Background: an optimization exercise with open tools, aiming at small area, a short achievable clock period and few clock cycles per item. Do not read the settings as production practice.
Function was checked by simulation only, so behaviour that the tests miss may differ from the original.
Power figures rest on the tool's default switching activity, not on a simulated workload.

### design/flow/config.mk
export PLATFORM = sky130hd
export DESIGN_NAME = sscore_dec
export DESIGN_NICKNAME = sscore_dec
export VERILOG_FILES = /design/flow/design.v
export SDC_FILE = /design/flow/constraint.sdc
export NUM_CORES = 4
export LEC_CHECK = 0
export CAP_MARGIN = 20
export CORE_MARGIN = 2
export CORE_UTILIZATION = 40
export SLEW_MARGIN = 20
### design/flow/constraint.sdc
create_clock -name core_clock -period 8.0 [get_ports {clk}]
set_input_delay 1.6000 -clock core_clock [delete_from_list [all_inputs] [get_ports {clk}]]
set_output_delay 1.6000 -clock core_clock [all_outputs]
set_load 0.01 [all_outputs]
### design/flow/run.sh
#!/bin/bash
# synth_recipe.tcl (not shown) runs the flow's synth.tcl, then flattens the netlist and writes it again
# the make line also repeats each setting of config.mk as NAME=value (left out here)
make -C /OpenROAD-flow-scripts/flow DESIGN_CONFIG=/design/flow/config.mk WORK_HOME=/design/flow/orfs CLKGATE_MAP_FILE= SYNTH_SCRIPT=/design/flow/synth_recipe.tcl finish
### design/flow/design.v
module sscore_dec (
    input             clk,
    input             rst,         
    input             start,
    input      [47:0] in_len,
    output            idle,
    output            done,
    output     [2:0]  err,
    input             in_valid,
    output            in_ready,
    input      [20:0] in_cp,
    output            out_valid,
    input             out_ready,
    output      [7:0] out_data
);
    localparam [2:0] E_NONE      = 3'd0,
                     E_HEADER    = 3'd1,    
                     E_RANGE     = 3'd2,    
                     E_LENGTH    = 3'd3,    
                     E_BODY      = 3'd5;    
    localparam [2:0] S_IDLE = 3'd0,
                     S_READ = 3'd1,    
                     S_EXP  = 3'd2,    
                     S_FIN  = 3'd3,    
                     S_DONE = 3'd4;    
    localparam [1:0] K_ZERO = 2'b01, K_FF = 2'b10, K_PAT = 2'b11;
    reg  [2:0]  state;
    reg  [47:0] rem;         
    reg  [2:0]  hcnt;        
    reg  [47:0] hdr;         
    reg  [1:0]  pst;         
    reg  [1:0]  kind;
    reg  [9:0]  rlen;        
    reg  [7:0]  p0, p1;
    reg         ph;          
    reg         oor;         
    reg         mb;          
    reg  [47:0] ocnt;        
    reg         ovf;         
    reg         ovalid;
    reg  [7:0]  obyte;
    wire can_emit = !ovalid || out_ready;
    assign idle      = (state == S_IDLE);
    assign done      = (state == S_DONE);
    assign in_ready  = (state == S_READ) && (rem != 48'd0) && can_emit;
    assign out_valid = ovalid;
    assign out_data  = obyte;
    assign err = oor                           ? E_RANGE  :
                 (hcnt != 3'd4)                ? E_HEADER :
                 (mb || (pst != 2'd0))         ? E_BODY   :
                 (ovf || (ocnt != hdr))        ? E_LENGTH :
                                                 E_NONE;
    wire        push    = in_valid && in_ready;
    wire [11:0] sym     = in_cp[11:0];
    wire        inrange = (in_cp[20:12] == 9'h00E);    
    wire        parse   = push && !oor && !mb && inrange && (hcnt == 3'd4);
    reg         emit;
    reg  [7:0]  ebyte;
    always @(*) begin
        emit  = 1'b0;
        ebyte = 8'h00;
        if (parse && pst == 2'd0 && sym[11:8] == 4'b0000) begin
            emit  = 1'b1;                        
            ebyte = sym[7:0];
        end else if (state == S_EXP && can_emit) begin
            emit  = 1'b1;
            case (kind)
                K_ZERO:  ebyte = 8'h00;
                K_FF:    ebyte = 8'hFF;
                default: ebyte = ph ? p1 : p0;
            endcase
        end
    end
    always @(posedge clk) begin
        if (rst) begin
            state  <= S_IDLE;
            ovalid <= 1'b0;
        end else begin
            if (emit) begin
                ovalid <= 1'b1;
                obyte  <= ebyte;
                ocnt   <= ocnt + 48'd1;
                if (ocnt == {48{1'b1}}) ovf <= 1'b1;
            end else if (out_ready) begin
                ovalid <= 1'b0;
            end
            case (state)
                S_IDLE: begin
                    if (start) begin
                        rem   <= in_len;
                        hcnt  <= 3'd0;
                        pst   <= 2'd0;
                        oor   <= 1'b0;
                        mb    <= 1'b0;
                        ocnt  <= 48'd0;
                        ovf   <= 1'b0;
                        state <= S_READ;
                    end
                end
                S_READ: begin
                    if (rem == 48'd0) begin
                        state <= S_FIN;
                    end else if (push) begin
                        rem <= rem - 48'd1;
                        if (!inrange) begin
                            oor <= 1'b1;
                        end else if (!oor && !mb) begin
                            if (hcnt != 3'd4) begin
                                hdr  <= {hdr[35:0], sym};
                                hcnt <= hcnt + 3'd1;
                            end else begin
                                case (pst)
                                    2'd0: begin
                                        case (sym[11:10])
                                            2'b00: if (sym[9:8] != 2'b00) mb <= 1'b1;
                                            2'b11: begin
                                                kind <= K_PAT;
                                                rlen <= sym[9:0];
                                                pst  <= 2'd1;
                                            end
                                            default: begin
                                                kind <= sym[11:10];
                                                rlen <= sym[9:0];
                                                if (sym[9:0] != 10'd0) state <= S_EXP;
                                            end
                                        endcase
                                    end
                                    2'd1: begin
                                        if (sym[11:8] != 4'b0000) mb <= 1'b1;
                                        else begin
                                            p0  <= sym[7:0];
                                            pst <= 2'd2;
                                        end
                                    end
                                    default: begin
                                        if (sym[11:8] != 4'b0000) mb <= 1'b1;
                                        else begin
                                            p1  <= sym[7:0];
                                            pst <= 2'd0;
                                            ph  <= 1'b0;
                                            if (rlen != 10'd0) state <= S_EXP;
                                        end
                                    end
                                endcase
                            end
                        end
                    end
                end
                S_EXP: begin
                    if (can_emit) begin
                        if (kind == K_PAT) begin
                            ph <= ~ph;
                            if (ph) begin
                                rlen <= rlen - 10'd1;
                                if (rlen == 10'd1) state <= S_READ;
                            end
                        end else begin
                            rlen <= rlen - 10'd1;
                            if (rlen == 10'd1) state <= S_READ;
                        end
                    end
                end
                S_FIN: begin
                    if (!ovalid) state <= S_DONE;
                end
                default: begin
                    state <= S_IDLE;
                end
            endcase
        end
    end
endmodule
==> run notes <==
sequential area share after synthesis: 0.557
number of setup buffers added after CTS: 0
Top Family by Delay on Critical Path: simple AND/OR/NAND/NOR gates
crit path from: rem[0]
Mapped Avg Cell Area: 11.2 um2
RePlAce Congestion: 0.875
WP depth: 8
hold-fix buffer count after cts: 0
# DRC: 0
Max Clk Rate: 191 MHz
synth top area cells: edfxtp_1 55%, xnor2_1 7.7%, nand2_1 3.7%
CTS Root Cell: clkbuf_16
Crit. End Element: primary output
TNS Setup: 0 ns
leak pwr: 0.00393 uW
Core Area: 25300 um2
effective utilization at floorplan: 0.409
CP max stage delay: 0.58 ns
area leader, netlist: edfxtp_1
antenna violations before repair: 0
Post-synth ARST share: 0
min Tclk post-route: 5.23 ns
Placed Cells: 1312
slowest cell on the critical path: nor3_2
Final Hold Vio Count: 0
reg-to-reg setup timing slack: 4.47 ns
YS warnings: 1
crit path launch type: flip-flop
Tot GR Track Use: 0.183
Final nets: 1085
CTS resizes: 0
Longest Clk Path Bufs: 2
clock sinks: 193
synthesized area: 10300 um2
area share of the largest cell type after synthesis: 0.550
clk latency of the worst-skew pair: 0.45 ns
Chip Width: 165 um
Core Rows: 58
Worst Tran Pin Value: 0.875 ns
MaxCap Viol Count: 0
Die H: 165 um
Post-DP HPWL: 16800 um
fin crit share: 0.654
Routed Wire Length: 23500 um
initial drt markers: 480
relative slew slack: 0.411
# H-tree levels: 4
Post-synth EDFFs: 189
worst-path maximum fanout: 9
I/O Pins: 89
Port Buffers: 88
pins over their slew limit: 0
Worst VDD drop: 0.127 mV
Final Skew: 0.0202 ns
global-route wire length before repair: 38200 um
status: no timing/DRC/antenna violations
Reg-to-Reg End: ocnt[47]
arrival time at the worst endpoint: 3.63 ns
Critical Path RT: 6.40 ns
P&R area growth vs syn: 17.7%
ANT cells: 0
vias in the first global route: 6931
drt wl/cell: 17.4 um
grt ovf: 0
DR vias/cell: 5.35
TritonCTS Buffers: 17
Worst R2R Start: rem[0]
CP cell instances: inv_1 > ha_1 > or4b_4 > nor3_2 > nand4_4 > or3_4 > and3_1 > clkdlybuf4s50_1
drt pass-1 iters: 5
Net Count, Synth: 1007
crit path to: in_ready
Finished Layout Cells: 1344
post-synthesis cell type count: 66
kind of critical path: flip-flop to primary output
worst r2r path cells: 10
Bufs and invs on worst path: 2
Post-synth top cells: 189 x edfxtp_1, 102 x nand2_1, 102 x nor2_1, 91 x xnor2_1, 40 x xor2_1
worst min path class: flip-flop to flip-flop
Gate Count Post-Synth: 923
Clock transition at path regs: 0.08 ns
most frequent cell after synthesis: edfxtp_1
Pwr per Cell Area: 192 nW/um2
Routed Antenna Nets: 0
RSZ-0062 raised after global routing: no
largest net degree at the start of global routing: 91
vias: 7193
Main synth FF type: edfxtp_1
CTS tree: yes
Final Setup Violations: 0
#FFs+latches synth: 193
layout cells sized above 1: 0.0888
die footprint: 27100 um2
==> layout make-up <==
class                           count  area (um2)
Fill cell                        2389       13100
Sequential cell                   193        5760
Multi-Input combinational cell    669        4330
Timing Repair Buffer               97         948
Clock buffer                       17         425
Tap cell                          330         413
Clock inverter                     15         199
Inverter                           23        86.3
==> cells in the final DEF, fill, tap and decap left out, drive strengths merged, types with 2 or more instances in the layout <==
cell	instances
nor3	33
and3	7
or4	9
nand2b	5
nor2b	2
a211oi	16
o211ai	8
or3	9
xnor2	91
or3b	2
dfxtp	4
o21ai	50
nand3	21
nor4b	3
xor2	40
a21o	10
nor3b	4
nand2	103
inv	33
and2	3
a2111oi	12
clkdlybuf4s50	88
clkbuf	17
nand3b	2
a31oi	8
or2	9
clkinv	5
nor4	21
a21oi	35
mux2i	14
o31ai	4
or4b	2
nor2	103
ha	10
nand4	20
edfxtp	189
buf	9
==> registers in the layout, indices dropped and copies added (netlist names) <==
signal / flops
p1: 8
kind: 2
hcnt: 3
pst: 2
ovf: 1
state: 3
rem: 48
ovalid: 1
p0: 8
oor: 1
ocnt: 48
rlen: 10
hdr: 48
ph: 1
obyte: 8
mb: 1
==> layer usage <==
| layer | vias to the layer above | part of all wire | wire length, um | GRT usage |
|---|---|---|---|---|
| met4 | 0 | 0.013 | 310 | 0.0407 |
| met1 | 3463 | 0.48 | 11200 | 0.263 |
| met5 | - | 0 | 0 | 0 |
| li1 | 3547 | - | - | - |
| met2 | 163 | 0.47 | 11000 | 0.289 |
| met3 | 20 | 0.039 | 926 | 0.0334 |
==> how the worst min path moves through the flow <==
| stage | startpoint | endpoint | depth (start not counted) |
|---|---|---|---|
| final | hdr[34] | hdr[46] | 0 |
| after global routing | hdr[34] | hdr[46] | 0 |
| after CTS | hdr[34] | hdr[46] | 0 |
| after detailed placement | hdr[34] | hdr[46] | 0 |
| after global placement | hdr[34] | hdr[46] | 0 |
| after floorplan | hdr[1] | hdr[13] | 0 |
==> kinds of logic (layout without fill, tap and decap cells) <==
group,after synthesis,in the layout,share of synthesized area
AO/OA/AOI/OAI,154,154,0.103
XOR/XNOR,131,131,0.111
adder cells (fa/ha/maj),10,10,0.0121
buffers and inverters,61,152,0.0254
flip-flops,193,193,0.557
multiplexers,14,14,0.0136
AND/OR/NAND/NOR,360,360,0.178
==> report_power, final <==
part           leakage (uW)  switching [uW]  total [uW]  internal, uW
clock              0.000302             456         891           435
combinational       0.00179             114         216           102
sequential          0.00183            57.6        1230          1170
==> through the flow <==
stage          setup slack [ns]   util  power (uW)  cell area, um2  hold WS (ns)
2_1_floorplan              1.52      -        1370           10300         0.447
3_3_place_gp               3.28  0.457        1460           11500         0.452
3_5_place_dp               3.22  0.457        1470           11500         0.457
4_1_cts                    2.77  0.481        2350           12200         0.464
5_1_grt                    2.61  0.482        2430           12200         0.485
6_report                   2.77  0.482        2330           12200         0.465
Testbench counts, summed over its fixed seeds: cycles 68,056, bytes 62,998.

## port drivers added, routing unchanged
Ports are ideal in the flow. The routed layout listed here was re-timed in OpenROAD. Step 1 (the two cells are an assumption about what drives the block):
set clk [get_ports {clk}]
set_driving_cell -lib_cell sky130_fd_sc_hd__clkbuf_16 $clk
set_driving_cell -lib_cell sky130_fd_sc_hd__buf_2 [delete_from_list [all_inputs] $clk]
Step 2 adds t to the input delays and takes it off the output delays; t is the mean of the earliest and latest rising clock arrival at the registers after step 1. Input paths then give back, and output paths get back, about the clock's delay inside the block. Slacks: no drivers / after step 1 / after step 2; pairs: no drivers / after step 1.
t, ns: 0.485
slack for setup (ns): 2.765 / 2.718 / 3.203
worst register clock-pin slew, ns: 0.09 / 0.09
worst data-port slew with drivers (ns): 0.04
After both steps this run still meets setup and hold. For this run, drivers alone change the setup slack by -0.047 ns; drivers and shift together by +0.438 ns.
